Background: an optimization exercise with open tools, aiming at a short achievable clock period and few clock cycles. Do not read the settings as production practice.
Function was checked by simulation only, so behaviour that the tests miss may differ from the original.
No activity file was given, so power comes from the tool's default toggle rates.

==> trial 41 <==
// rdt3_frame_decoder
module rdt3_frame_decoder (
    input  wire        clk,
    input  wire        rst,
    input  wire        in_valid,
    output wire        in_ready,
    input  wire [31:0] in_data,
    input  wire [2:0]  in_nbytes,    
    input  wire        in_last,
    output reg         out_valid,
    input  wire        out_ready,
    output reg  [31:0] out_seq,
    output reg  [31:0] out_ack,
    output reg         out_is_ack,
    output reg  [31:0] out_digest,
    output reg  [31:0] out_crc,
    output reg         out_corrupt,
    output reg         out_malformed,
    output reg  [15:0] out_len,
    output reg  [15:0] out_poff,
    output reg  [15:0] out_plen
);
Settings: LEC_CHECK=0, ABC_CLOCK_PERIOD_IN_PS=1500, CAP_MARGIN=20, CORE_MARGIN=2, CORE_UTILIZATION=70, CTS_CLUSTER_DIAMETER=100, CTS_CLUSTER_SIZE=25, SETUP_SLACK_MARGIN=3.0, SLEW_MARGIN=20; clock period 5.0 ns.
run.sh (not shown) runs the stock make flow with config.mk's settings and CLKGATE_MAP_FILE= SYNTH_SCRIPT=/design/flow/synth_recipe.tcl, a recipe that flattens the netlist after the stock synthesis.
==> build 45: changes against trial 41 <==
==> flow/config.mk (replaced) <==
export PLATFORM = sky130hd
export DESIGN_NAME = rdt3_frame_decoder
export DESIGN_NICKNAME = rdt3_frame_decoder
export VERILOG_FILES = /design/flow/design.v
export SDC_FILE = /design/flow/constraint.sdc
export NUM_CORES = 4
export LEC_CHECK = 0
export ABC_CLOCK_PERIOD_IN_PS = 1500
export CAP_MARGIN = 20
export CORE_MARGIN = 2
export CORE_UTILIZATION = 75
export CTS_CLUSTER_DIAMETER = 100
export CTS_CLUSTER_SIZE = 25
export SETUP_SLACK_MARGIN = 3.0
export SLEW_MARGIN = 20
==> build 58: changes against trial 41 <==
--- a/flow/design.v
+++ b/flow/design.v
@@ -1524,61 +1524,80 @@
         l0 <= in_last;
         d0 <= in_data;
         n0 <= in_nbytes;
     end
     reg        v1, l1;
     reg [31:0] d1;
     reg [2:0]  n1;
     reg [3:0]  lv1, pp1, dg1, mn1;
+    reg [15:0] pc1;           
+    reg [4:0]  pt1;           
     reg [3:0]  lv0, pp0, dg0, mn0;
     always @* begin
         for (j = 0; j < 4; j = j + 1) begin
             lv0[j] = (n0 > j);
             pp0[j] = lv0[j] & (d0[8*j +: 8] == 8'h7C);
             dg0[j] = lv0[j] & (d0[8*j+4 +: 4] == 4'h3) & (d0[8*j +: 4] <= 4'd9);
             mn0[j] = lv0[j] & (d0[8*j +: 8] == 8'h2D);
         end
     end
+    wire [3:0] pco3 = ones3(pp0[2:0]);
+    wire [4:0] pto  = ones4(pp0);
     always @(posedge clk) begin
         v1  <= v0 & ~rst;
         l1  <= l0;
         d1  <= d0;
         n1  <= n0;
         lv1 <= lv0;
         pp1 <= pp0;
         dg1 <= dg0;
         mn1 <= mn0;
+        pc1[3:0]   <= 4'b0001;
+        pc1[7:4]   <= {2'b00, pp0[0], ~pp0[0]};
+        pc1[11:8]  <= {1'b0, pp0[0] & pp0[1], pp0[0] ^ pp0[1], ~pp0[0] & ~pp0[1]};
+        pc1[15:12] <= pco3;
+        pt1        <= pto;
     end
     reg [4:0]  npo;           
     reg        oe;            
     reg [8:0]  bc;            
     reg        v2, l2, st2, four2;
     reg [31:0] md2;           
     reg [15:0] nib2;          
     reg [2:0]  n2;
     reg [8:0]  bc2;
     reg [15:0] isf2;          
     reg [3:0]  pay2, sep42, first2, dg2, mn2;
-    reg [19:0] pbo;           
+    reg [15:0] pbe;           
+    reg [3:0]  pb4;           
     reg [4:0]  npn;
     reg [15:0] isf1;
     reg [3:0]  pay1, sep41, first1;
+    integer a;
     always @* begin
-        pbo[4:0] = npo;
-        for (j = 1; j < 4; j = j + 1)
-            pbo[5*j +: 5] = pp1[j-1] ? {pbo[5*j-2] | pbo[5*j-1], pbo[5*j-3 -: 3], 1'b0}
-                                     : pbo[5*(j-1) +: 5];
-        npn = pp1[3] ? {pbo[18] | pbo[19], pbo[17:15], 1'b0} : pbo[19:15];
         for (j = 0; j < 4; j = j + 1) begin
+            for (f = 0; f < 4; f = f + 1) begin
+                pbe[4*j+f] = 1'b0;
+                for (a = 0; a <= f; a = a + 1)
+                    pbe[4*j+f] = pbe[4*j+f] | (npo[a] & pc1[4*j + f - a]);
+            end
+            pb4[j] = npo[4] | (npo[3] & ~pc1[4*j]) | (npo[2] & ~pc1[4*j] & ~pc1[4*j+1]) |
+                     (npo[1] & pc1[4*j+3]);
             for (f = 0; f < 4; f = f + 1)
-                isf1[4*j+f] = lv1[j] & ~pp1[j] & pbo[5*j+f];
-            pay1[j]  = lv1[j] & pbo[5*j+4];
-            sep41[j] = pp1[j] & pbo[5*j+3];
+                isf1[4*j+f] = lv1[j] & ~pp1[j] & pbe[4*j+f];
+            pay1[j]  = lv1[j] & pb4[j];
+            sep41[j] = pp1[j] & pbe[4*j+3];
         end
+        for (f = 0; f < 4; f = f + 1) begin
+            npn[f] = 1'b0;
+            for (a = 0; a <= f; a = a + 1)
+                npn[f] = npn[f] | (npo[a] & pt1[f - a]);
+        end
+        npn[4] = ~|npn[3:0];
         first1[0] = oe;
         first1[1] = pp1[0];
         first1[2] = pp1[1];
         first1[3] = pp1[2];
     end
     always @(posedge clk) begin
         if (rst) begin
             npo <= 5'b00001;
==> build 63: changes against trial 41 <==
--- a/flow/design.v
+++ b/flow/design.v
@@ -1511,74 +1511,84 @@
             conv_u2_w113 = r[122] & r[123];
             conv_u2 = {1'b0, 1'b0, 1'b0, 1'b0, r[126], r[124], r[121], r[118], r[115], r[111], r[107], r[103], conv_u2_w56, conv_u2_w52, conv_u2_w48, conv_u2_w44, conv_u2_w40, conv_u2_w36, conv_u2_w32, conv_u2_w28, conv_u2_w24, conv_u2_w20, conv_u2_w16, conv_u2_w12, conv_u2_w8, r[24], r[18], r[13], r[9], r[5], 1'b0, 1'b0, 1'b0, 1'b0, r[130], r[128], r[125], conv_u2_w112, conv_u2_w110, conv_u2_w108, conv_u2_w106, conv_u2_w104, conv_u2_w102, conv_u2_w100, conv_u2_w98, conv_u2_w96, conv_u2_w94, conv_u2_w92, conv_u2_w90, conv_u2_w88, conv_u2_w86, conv_u2_w84, conv_u2_w82, conv_u2_w80, conv_u2_w78, conv_u2_w76, conv_u2_w74, conv_u2_w72, conv_u2_w70, conv_u2_w68, r[8], r[4], r[2], 1'b0, r[132], r[131], r[129], r[127], conv_u2_w113, conv_u2_w111, conv_u2_w109, conv_u2_w107, conv_u2_w105, conv_u2_w103, conv_u2_w101, conv_u2_w99, conv_u2_w97, conv_u2_w95, conv_u2_w93, conv_u2_w91, conv_u2_w89, conv_u2_w87, conv_u2_w85, conv_u2_w83, conv_u2_w81, conv_u2_w79, conv_u2_w77, conv_u2_w75, conv_u2_w73, conv_u2_w71, conv_u2_w69, conv_u2_w67, conv_u2_w66, r[3], r[1], r[0]};
         end
     endfunction
     integer j, f;
     reg        in_ready_r;
     assign in_ready = in_ready_r;
     wire       take = in_valid & in_ready_r & ~rst;
-    reg        v0, l0;
-    reg [31:0] d0;
-    reg [2:0]  n0;
-    always @(posedge clk) begin
-        v0 <= take;
-        l0 <= in_last;
-        d0 <= in_data;
-        n0 <= in_nbytes;
-    end
     reg        v1, l1;
     reg [31:0] d1;
     reg [2:0]  n1;
     reg [3:0]  lv1, pp1, dg1, mn1;
+    reg [15:0] pc1;           
+    reg [4:0]  pt1;           
     reg [3:0]  lv0, pp0, dg0, mn0;
     always @* begin
         for (j = 0; j < 4; j = j + 1) begin
-            lv0[j] = (n0 > j);
-            pp0[j] = lv0[j] & (d0[8*j +: 8] == 8'h7C);
-            dg0[j] = lv0[j] & (d0[8*j+4 +: 4] == 4'h3) & (d0[8*j +: 4] <= 4'd9);
-            mn0[j] = lv0[j] & (d0[8*j +: 8] == 8'h2D);
+            lv0[j] = (in_nbytes > j);
+            pp0[j] = lv0[j] & (in_data[8*j +: 8] == 8'h7C);
+            dg0[j] = lv0[j] & (in_data[8*j+4 +: 4] == 4'h3) & (in_data[8*j +: 4] <= 4'd9);
+            mn0[j] = lv0[j] & (in_data[8*j +: 8] == 8'h2D);
         end
     end
+    wire [3:0] pco3 = ones3(pp0[2:0]);
+    wire [4:0] pto  = ones4(pp0);
     always @(posedge clk) begin
-        v1  <= v0 & ~rst;
-        l1  <= l0;
-        d1  <= d0;
-        n1  <= n0;
+        v1  <= take;
+        l1  <= in_last;
+        d1  <= in_data;
+        n1  <= in_nbytes;
         lv1 <= lv0;
         pp1 <= pp0;
         dg1 <= dg0;
         mn1 <= mn0;
+        pc1[3:0]   <= 4'b0001;
+        pc1[7:4]   <= {2'b00, pp0[0], ~pp0[0]};
+        pc1[11:8]  <= {1'b0, pp0[0] & pp0[1], pp0[0] ^ pp0[1], ~pp0[0] & ~pp0[1]};
+        pc1[15:12] <= pco3;
+        pt1        <= pto;
     end
     reg [4:0]  npo;           
     reg        oe;            
     reg [8:0]  bc;            
     reg        v2, l2, st2, four2;
     reg [31:0] md2;           
     reg [15:0] nib2;          
     reg [2:0]  n2;
     reg [8:0]  bc2;
     reg [15:0] isf2;          
     reg [3:0]  pay2, sep42, first2, dg2, mn2;
-    reg [19:0] pbo;           
+    reg [15:0] pbe;           
+    reg [3:0]  pb4;           
     reg [4:0]  npn;
     reg [15:0] isf1;
     reg [3:0]  pay1, sep41, first1;
+    integer a;
     always @* begin
-        pbo[4:0] = npo;
-        for (j = 1; j < 4; j = j + 1)
-            pbo[5*j +: 5] = pp1[j-1] ? {pbo[5*j-2] | pbo[5*j-1], pbo[5*j-3 -: 3], 1'b0}
-                                     : pbo[5*(j-1) +: 5];
-        npn = pp1[3] ? {pbo[18] | pbo[19], pbo[17:15], 1'b0} : pbo[19:15];
         for (j = 0; j < 4; j = j + 1) begin
+            for (f = 0; f < 4; f = f + 1) begin
+                pbe[4*j+f] = 1'b0;
+                for (a = 0; a <= f; a = a + 1)
+                    pbe[4*j+f] = pbe[4*j+f] | (npo[a] & pc1[4*j + f - a]);
+            end
+            pb4[j] = npo[4] | (npo[3] & ~pc1[4*j]) | (npo[2] & ~pc1[4*j] & ~pc1[4*j+1]) |
+                     (npo[1] & pc1[4*j+3]);
             for (f = 0; f < 4; f = f + 1)
-                isf1[4*j+f] = lv1[j] & ~pp1[j] & pbo[5*j+f];
-            pay1[j]  = lv1[j] & pbo[5*j+4];
-            sep41[j] = pp1[j] & pbo[5*j+3];
+                isf1[4*j+f] = lv1[j] & ~pp1[j] & pbe[4*j+f];
+            pay1[j]  = lv1[j] & pb4[j];
+            sep41[j] = pp1[j] & pbe[4*j+3];
+        end
+        for (f = 0; f < 4; f = f + 1) begin
+            npn[f] = 1'b0;
+            for (a = 0; a <= f; a = a + 1)
+                npn[f] = npn[f] | (npo[a] & pt1[f - a]);
         end
+        npn[4] = ~|npn[3:0];
         first1[0] = oe;
         first1[1] = pp1[0];
         first1[2] = pp1[1];
         first1[3] = pp1[2];
     end
     always @(posedge clk) begin
         if (rst) begin
             npo <= 5'b00001;
==> flow/config.mk (replaced) <==
export PLATFORM = sky130hd
export DESIGN_NAME = rdt3_frame_decoder
export DESIGN_NICKNAME = rdt3_frame_decoder
export VERILOG_FILES = /design/flow/design.v
export SDC_FILE = /design/flow/constraint.sdc
export NUM_CORES = 4
export LEC_CHECK = 0
export ABC_CLOCK_PERIOD_IN_PS = 1500
export CAP_MARGIN = 20
export CORE_MARGIN = 2
export CORE_UTILIZATION = 60
export CTS_CLUSTER_DIAMETER = 100
export CTS_CLUSTER_SIZE = 25
export SETUP_SLACK_MARGIN = 3.0
export SLEW_MARGIN = 20
==> notes.md <==
The lowest count of clock-buffer cells in the layout belongs to build 63, the highest to build 45.
Build 58 went through all stages and came out clean. Build 63 completed with no timing, DRC or antenna violations. Trial 41 finished with timing, DRC and antenna clean. Build 45 completed without violations.
Worst setup slack: build 63 is worse than trial 41 (150 ps).
Sequential cell count: build 63 is lower than build 45 (25).
Hold slack: build 63 < trial 41 < build 45 < build 58.
Against build 63, the synthesized area of build 45 is larger by about 0.5%.
The highest maximum frequency belongs to trial 41, the lowest to build 63.
Between build 63 and build 45, the lower total power is in build 45 (gap 0.92%, measured against build 45).
Cell count: build 45 < trial 41 < build 58 < build 63.
In sequential power, build 45 and build 58 hardly differ.
Global-route usage, highest first: build 45, build 58, trial 41, build 63.
==> figures <==
TritonCTS buffer count: build 58 111; trial 41 110; build 63 112; build 45 111
Peak Freq: build 58 0.417 GHz; trial 41 0.430 GHz; build 63 0.403 GHz; build 45 0.418 GHz
Crit. path cell count: build 58 10; trial 41 6; build 63 10; build 45 11
CP Launch Point: build 58 n0[2]$_DFF_P_; trial 41 p_y[22]$_DFFE_PP_; build 63 in_nbytes[0]; build 45 in_ready_r$_SDFF_PP1_
Outcome: build 58 timing/DRC/antenna clean; trial 41 timing/DRC/antenna clean; build 63 timing/DRC/antenna clean; build 45 timing/DRC/antenna clean
Layout buffering overhead excluding clock cells: build 58 0.0734; trial 41 0.0736; build 63 0.0757; build 45 0.0814
Setup WS post-layout: build 58 2600 ps; trial 41 2670 ps; build 63 2520 ps; build 45 2610 ps
Area share of fa/ha/maj cells after synthesis: build 58 0.0793; trial 41 0.0791; build 63 0.0800; build 45 0.0791
Type of origin of the critical path: build 58 flip-flop; trial 41 flip-flop; build 63 input port; build 45 flip-flop
Maximum number of pins on one net before global-route repair: build 58 124; trial 41 199; build 63 199; build 45 199
Destination of the worst register-to-register timing path: build 58 pt1[1]$_DFF_P_; trial 41 u_y[2]$_DFFE_PP_; build 63 u_y[3]$_DFFE_PP_; build 45 occ_lt0$_SDFF_PP1_
CTS-repair resized insts: build 58 1,499; trial 41 1,505; build 63 1,593; build 45 1,468
Switching power total: build 58 6.85 mW; trial 41 6.85 mW; build 63 7.24 mW; build 45 7.09 mW
Count of cells along the worst register-to-register path: build 58 10; trial 41 6; build 63 9; build 45 11
# Post-CTS Setup Buffers: build 58 356; trial 41 336; build 63 418; build 45 390
Per-cell routed wire length: build 58 23.6 um; trial 41 23.3 um; build 63 22.7 um; build 45 26.6 um
Cell area power density: build 58 252 mW/mm^2; trial 41 253 mW/mm^2; build 63 258 mW/mm^2; build 45 254 mW/mm^2
Routed Wire Length: build 58 282,000 um; trial 41 278,000 um; build 63 279,000 um; build 45 315,000 um
Antenna violations before repair: build 58 2; trial 41 4; build 63 7; build 45 5
Number of ordinary inverters in the final layout: build 58 573; trial 41 580; build 63 578; build 45 580
Arrival time worst endpoint: build 58 3070 ps; trial 41 2850 ps; build 63 3190 ps; build 45 3100 ps
Testbench counts of trial 41, summed over its fixed seeds: cycles 70,368.
Testbench counts of build 45, summed over its fixed seeds: cycles 70,368.
Testbench counts of build 58, summed over its fixed seeds: cycles 70,368.
Testbench counts of build 63, summed over its fixed seeds: cycles 70,360.

-- what the ideal ports hide --
The results above use ideal ports. As a check the final layouts listed here were re-extracted and re-timed, cells and wires unchanged. Step 1 sets driving cells, clkbuf_16 on the clock port and buf_2 on the other inputs (assumed; they add their load-dependent delay and slew). Step 2, shift: input delay + t, output delay - t, t = (earliest + latest rising clock arrival at the registers) / 2. This alone moves slack from input paths to output paths. a / b / c = ideal / step 1 / step 2; a / b = the first two.
| run | t (ns) | setup WS [ns] | hold WS [ns] |
|---|---|---|---|
| trial 41 | 0.871 | 2.672 / 2.602 / 1.950 | 0.322 / 0.322 / 0.322 |
| build 45 | 0.887 | 2.606 / 2.539 / 1.705 | 0.330 / 0.330 / 0.330 |
| build 58 | 0.866 | 2.601 / 2.555 / 1.689 | 0.333 / 0.333 / 0.333 |
| build 63 | 0.888 | 2.518 / 2.565 / 1.677 | 0.267 / 0.233 / 0.306 |
After both steps setup and hold are still met in every run listed. The setup slack of build 58, which loses most, moves by -0.046 ns with the drivers and by -0.912 ns with both steps.
